This is an optimization exercise on Yosys and OpenROAD, whose aim is small area, not a production implementation.
Only the layout flow was run in this run; the RTL was not checked for function there.
Power figures rest on the tool's default switching activity, not on a simulated workload.

==> flow/design.v <==
module ir_pulse_encoder (
    input  wire        clk,
    input  wire        rst,           
    input  wire        cmd_valid,
    output wire        cmd_ready,
    input  wire [31:0] cmd_data,
    output reg         rsp_valid,
    output reg  [2:0]  rsp_code,
    output reg         pay_req,
    output reg  [15:0] pay_addr,
    input  wire        pay_ack,
    input  wire [7:0]  pay_data,
    output reg         drv_valid,
    output reg  [31:0] drv_q0,
    output reg  [31:0] drv_q1,
    output reg  [31:0] drv_q2,
    input  wire        drv_done,
    input  wire        drv_fault
);
    localparam [2:0] PH_IDLE = 3'd0,
                     PH_HM   = 3'd1,
                     PH_HS   = 3'd2,
                     PH_BM   = 3'd3,
                     PH_BS   = 3'd4,
                     PH_GAP  = 3'd5;
    localparam [2:0] C_NONE     = 3'd0,
                     C_CFG_FREQ = 3'd1,
                     C_CFG_DUTY = 3'd2,
                     C_DRV      = 3'd4,
                     C_ILLEGAL  = 3'd5;
    localparam [2:0] S_LOAD  = 3'd0,    
                     S_CHECK = 3'd1,    
                     S_ISSUE = 3'd2,    
                     S_PAY   = 3'd3,    
                     S_DRV   = 3'd4;    
    reg [2:0]  state;
    reg [3:0]  wcnt;
    reg        w0_legal;
    reg        order;
    reg [7:0]  duty;
    reg [15:0] repeats;
    reg [15:0] nbytes;
    reg [31:0] freq;
    reg [31:0] hm, hs, bm, os, zs, gap;
    reg [2:0]  phase;
    reg [15:0] iter;
    reg [18:0] bitidx;
    wire [18:0] total    = {nbytes, 3'b000};
    wire [2:0]  bpos     = order ? bitidx[2:0] : ~bitidx[2:0];
    wire        pay_bit  = pay_data[bpos];
    assign cmd_ready = (state == S_LOAD);
    always @(posedge clk) begin
        if (rst) begin
            state     <= S_LOAD;
            wcnt      <= 4'd0;
            phase     <= PH_IDLE;
            rsp_valid <= 1'b0;
            rsp_code  <= 3'd0;
            pay_req   <= 1'b0;
            pay_addr  <= 16'd0;
            drv_valid <= 1'b0;
            drv_q0    <= 32'd0;
            drv_q1    <= 32'd0;
            drv_q2    <= 32'd0;
        end else begin
            rsp_valid <= 1'b0;
            pay_req   <= 1'b0;
            drv_valid <= 1'b0;
            case (state)
            S_LOAD: begin
                if (cmd_valid) begin
                    case (wcnt)
                    4'd0: begin
                        w0_legal <= (cmd_data[31:24] == 8'h01) && (cmd_data[23:9] == 15'd0);
                        order    <= cmd_data[8];
                        duty     <= cmd_data[7:0];
                    end
                    4'd1: begin
                        repeats <= cmd_data[31:16];
                        nbytes  <= cmd_data[15:0];
                    end
                    4'd2: freq <= cmd_data;
                    4'd3: hm   <= cmd_data;
                    4'd4: hs   <= cmd_data;
                    4'd5: bm   <= cmd_data;
                    4'd6: os   <= cmd_data;
                    4'd7: zs   <= cmd_data;
                    default: gap <= cmd_data;
                    endcase
                    if (wcnt == 4'd8) begin
                        wcnt  <= 4'd0;
                        state <= S_CHECK;
                    end else begin
                        wcnt <= wcnt + 4'd1;
                    end
                end
            end
            S_CHECK: begin
                if (!w0_legal) begin
                    rsp_valid <= 1'b1;
                    rsp_code  <= C_ILLEGAL;
                    state     <= S_LOAD;
                end else if (freq == 32'd0) begin
                    rsp_valid <= 1'b1;
                    rsp_code  <= C_CFG_FREQ;
                    state     <= S_LOAD;
                end else if (duty > 8'd100) begin
                    rsp_valid <= 1'b1;
                    rsp_code  <= C_CFG_DUTY;
                    state     <= S_LOAD;
                end else begin
                    phase  <= PH_HM;
                    iter   <= 16'd0;
                    bitidx <= 19'd0;
                    state  <= S_ISSUE;
                end
            end
            S_ISSUE: begin
                case (phase)
                PH_HM: begin
                    drv_valid <= 1'b1;
                    drv_q0    <= {1'b1, 23'd0, duty};
                    drv_q1    <= hm;
                    drv_q2    <= freq;
                    state     <= S_DRV;
                end
                PH_HS: begin
                    drv_valid <= 1'b1;
                    drv_q0    <= 32'd0;
                    drv_q1    <= hs;
                    drv_q2    <= 32'd0;
                    state     <= S_DRV;
                end
                PH_BM: begin
                    drv_valid <= 1'b1;
                    drv_q0    <= {1'b1, 23'd0, duty};
                    drv_q1    <= bm;
                    drv_q2    <= freq;
                    state     <= S_DRV;
                end
                PH_BS: begin
                    pay_req  <= 1'b1;
                    pay_addr <= bitidx[18:3];
                    state    <= S_PAY;
                end
                default: begin   
                    drv_valid <= 1'b1;
                    drv_q0    <= 32'd0;
                    drv_q1    <= gap;
                    drv_q2    <= 32'd0;
                    state     <= S_DRV;
                end
                endcase
            end
            S_PAY: begin
                if (pay_ack) begin
                    drv_valid <= 1'b1;
                    drv_q0    <= 32'd0;
                    drv_q1    <= pay_bit ? os : zs;
                    drv_q2    <= 32'd0;
                    state     <= S_DRV;
                end
            end
            S_DRV: begin
                if (drv_done) begin
                    if (drv_fault) begin
                        phase     <= PH_IDLE;
                        rsp_valid <= 1'b1;
                        rsp_code  <= C_DRV;
                        state     <= S_LOAD;
                    end else begin
                        state <= S_ISSUE;
                        case (phase)
                        PH_HM: phase <= PH_HS;
                        PH_HS: phase <= (nbytes == 16'd0) ? PH_GAP : PH_BM;
                        PH_BM: phase <= PH_BS;
                        PH_BS: begin
                            if (bitidx + 19'd1 < total) begin
                                bitidx <= bitidx + 19'd1;
                                phase  <= PH_BM;
                            end else begin
                                phase <= PH_GAP;
                            end
                        end
                        default: begin   
                            if (iter < repeats) begin
                                iter   <= iter + 16'd1;
                                bitidx <= 19'd0;
                                phase  <= PH_HM;
                            end else begin
                                phase     <= PH_IDLE;
                                rsp_valid <= 1'b1;
                                rsp_code  <= C_NONE;
                                state     <= S_LOAD;
                            end
                        end
                        endcase
                    end
                end
            end
            default: state <= S_LOAD;
            endcase
        end
    end
endmodule
==> flow/run.sh <==
#!/bin/bash
# synth_recipe.tcl (not shown) runs the flow's synth.tcl, then flattens the netlist and writes it again
# the make line also repeats each setting of config.mk as NAME=value (left out here)
make -C /OpenROAD-flow-scripts/flow DESIGN_CONFIG=/design/flow/config.mk WORK_HOME=/design/flow/orfs CLKGATE_MAP_FILE= SYNTH_SCRIPT=/design/flow/synth_recipe.tcl finish
==> flow/config.mk <==
export PLATFORM = sky130hd
export DESIGN_NAME = ir_pulse_encoder
export DESIGN_NICKNAME = ir_pulse_encoder
export VERILOG_FILES = /design/flow/design.v
export SDC_FILE = /design/flow/constraint.sdc
export NUM_CORES = 4
export LEC_CHECK = 0
export CAP_MARGIN = 20
export CORE_MARGIN = 2
export CORE_UTILIZATION = 40
export PLACE_DENSITY = 0.6
export SLEW_MARGIN = 20
==> flow/constraint.sdc <==
create_clock -name core_clock -period 5.0 [get_ports {clk}]
set_input_delay 1.0000 -clock core_clock [delete_from_list [all_inputs] [get_ports {clk}]]
set_output_delay 1.0000 -clock core_clock [all_outputs]
set_load 0.01 [all_outputs]
==> summary.txt <==
Final layout
  – Multi-input gate area: 4990 sq um
  – Most common cell after layout, fill and taps aside: edfxtp_1
  – Fillers: 3560
  – Sequential cell area: 11100 sq um
  – ANT cells: 0
  – Layout cell share with drive strength beyond 1: 12.0%
  – Post-route insts no fill: 1972
  – Most frequent cells in the layout: edfxtp_1 (301), nor2_1 (144), clkdlybuf4s50_1 (140)
  – Area grow syn2layout: 20.6%
  – # nets final: 1488

Yosys
  – Post-Synthesis Cell Area: 16600 sq um
  – Avg Cell Area, Syn: 13.2 sq um
  – Post-synth top area cell: edfxtp_1
  – Synth warnings: 1
  – Post-synth EDFFs: 301
  – Flops & latches, synth: 406
  – Primary FF master, synth: edfxtp_1
  – Post-Synthesis Cells: 1260
  – Synth unique cells: 61
  – Sequential area share after synthesis: 66.9%
  – Synth top area cells: edfxtp_1 (54%), dfxtp_1 (13%), nor2_1 (3.3%), ha_1 (2.7%), mux2i_1 (2.2%)
  – Area share of the largest cell type after synthesis: 54.3%
  – FFs w/ async S/R, synth: 0%

CTS
  – Clock tree buffer depth: 3
  – Number of gates resized after CTS: 0
  – Reg clk slew, reported paths: 0.06 ns
  – # clock sinks: 406
  – CTS HTree Levels: 2
  – Post-CTS Setup Bufs: 0
  – CTS tree: yes
  – CTS Buf Count: 43
  – CTS root buf: clkbuf_16
  – # hold bufs at CTS: 0
  – Clk latency of the worst-skew pair: 0.56 ns

Floorplan
  – Rows: 74
  – Width of the chip: 208 um
  – Die height: 208 um
  – Die area: 43200 sq um
  – Starting Density: 40.7%
  – Core area: 40900 sq um
  – # IOs: 165

Worst hold path
  – Hold WC Path Type: register to register

Global routing
  – GRT met3 Usage: 3.77%
  – Total grt overflow: 0
  – Met1 Usage GRT: 26.7%
  – First-pass GRT wire length: 63.8 mm
  – Most used routing layer: met2
  – Overall Global Routing Usage: 19.4%
  – Largest net degree at the start of global routing: 69
  – Grt met2 use: 30.9%
  – Vias in the first global route: 10566
  – Initial antenna violation count: 1

Critical path
  – Critical Path RT: 5.24 ns
  – Ordered list of cells on the worst path: ha_1, nand4_1, nor2_1, and3_1, xor2_1, ha_1, nand4_1, inv_1, a221o_1, a211oi_1, nor2_1, nor2_1, buf_4
  – CP endpoint kind: register
  – Crit-path leading delay family: simple AND/OR/NAND/NOR gates
  – CP peak stage delay: 0.46 ns
  – Worst R2R Setup Slack: 1.40 ns
  – Slowest cell on crit path: edfxtp_1
  – Critical Path AT: 3.84 ns
  – Number of buffers and inverters on the critical path: 2
  – Worst Path Max Fanout: 19
  – Path type of the worst setup path: register to register
  – Critical path launch point type: register
  – Most repeated library cell on the critical path: nor2_1

STA
  – Relative slew margins: 24.7%
  – Tcrit/Tclk final: 72.0%
  – Peak Freq: 0.278 GHz
  – RSZ-0062 raised after global routing: no
  – Hold Slack: 0.452 ns
  – Setup violators final: 0
  – Fin. max-slew vios: 0
  – PnR worst setup slack: 1.40 ns
  – Slew @ Worst Pin: 1.13 ns
  – Final Hold Vio Count: 0
  – Fin crit period: 3.60 ns
  – Max Clock Skew: 0.0215 ns
  – TNS Setup: 0 ns

Placed design
  – Gp weighted congestion: 0.832
  – Dpl ws: 1.41 ns
  – Placed cell count: 1893
  – PortBufs: 141
  – Detailed Place HPWL: 26.4 mm

Route
  – Via/cell ratio: 5.41
  – WL/cell: 21.5 um
  – Initial DRT Pass Iterations: 5
  – Final wirelength: 42.3 mm
  – DRC viols: 0
  – Drt initial violations: 922
  – Post-route ant nets: 0
  – Routed vias: 10669

Status
  – Status: complete, no violations

Pwr
  – Pwr dens: 354 nW/um^2
  – Max VDD drop: 0.000297 V
  – LEAKAGE: 0.00666 uW

Run
  – MaxCap Viol Count: 0
## tightest hold or removal path: stages (launching register included)
cell     delay, ns
dfxtp_1       0.31
nand2_1       0.05
a21oi_1       0.05
## per-layer routing
metal	vias up	part of all wire, %
met5	-	0
met4	0	2.4
met3	67	6.6
met2	372	46
met1	5260	45
li1	4970	-
## cell usage after synthesis (all sizes together), types with 7 or more instances
cell / instances
buf: 44
inv: 37
mux2i: 37
nand3: 14
and2: 14
a22oi: 40
nand4: 14
a211oi: 68
o21ai: 14
dfxtp: 105
a21oi: 70
clkbuf: 47
xor2: 17
nor4: 20
nand2b: 7
edfxtp: 301
ha: 36
o221a: 32
nor2b: 16
nor2: 146
nand2: 94
nor3: 10
and3: 11
xnor2: 14
## area by class of cell
class / instances / area share (%)
Sequential cell: 406 / 55.5
Multi-Input combinational cell: 748 / 24.9
Timing Repair Buffer: 170 / 8.29
Clock buffer: 62 / 6.27
Tap cell: 532 / 3.32
Clock inverter: 17 / 1.02
Inverter: 37 / 0.692
## final timing paths
path,startpoint,to,cells after the start
hold / removal,pay_addr[1]$_SDFFE_PP0P_,pay_addr[1]$_SDFFE_PP0P_,2
hold reg to reg,pay_addr[1]$_SDFFE_PP0P_,pay_addr[1]$_SDFFE_PP0P_,2
setup / recovery,bitidx[1]$_SDFFCE_PN0P_,bitidx[6]$_SDFFCE_PN0P_,13
setup reg to reg,bitidx[1]$_SDFFCE_PN0P_,bitidx[6]$_SDFFCE_PN0P_,13
## report_power, final
part | switching, uW | internal [uW] | total, uW | leakage, uW
logic | 120 | 57.9 | 178 | 0.00236
clock network | 1310 | 1960 | 3270 | 0.000723
registers | 10.4 | 3630 | 3650 | 0.00357
## cell families after synthesis
logic type	synth area share, %
other	0.0225
muxes	2.88
buffers and inverters	3.75
DFF	66.9
and+or+nand+nor	10.3
AOI/OAI and AO/OA	11.7
xor gates and xnor gates	1.63
adders and majority gates	2.71
## state kept, by name, indices dropped and copies added, names as in the netlist, 3 cells and up
signal	count
wcnt	4
pay_addr	16
nbytes	16
rsp_code	3
hs	32
drv_q2	32
phase	3
drv_q0	9
repeats	16
hm	32
duty	8
drv_q1	32
gap	32
zs	32
state	3
iter	16
bitidx	19
os	32
bm	32
freq	32
## stage by stage
stage	cell area [sq um]	total power [uW]	utilization [%]
after floorplan	16700	3790	-
after global placement	18600	3890	45.5
after detailed placement	18600	3890	45.5
after CTS	20100	7150	49.0
after global routing	20100	7290	49.0
final	20100	7090	49.0

[afterwards: timing with drivers on the ports]
The flow's constraints put no driver on any port. The routed layout listed below was extracted and timed again, unchanged, in two steps. Step 1 assumes that a clkbuf_16 drives the clock port and a buf_2 every other input. Step 2, shift: input delay + t, output delay - t, t = (earliest + latest rising clock arrival at the registers) / 2. This alone moves slack from input paths to output paths. a / b / c = ideal ports / drivers / drivers and shift; a / b = the first two.
shift t [ns]: 0.605
setup WS [ns]: 1.401 / 1.401 / 1.401
hold slack, ns: 0.452 / 0.452 / 0.452
After both steps this run still meets setup and hold. The setup slack of this run moves by 0.000 ns with the drivers and by 0.000 ns with both steps.
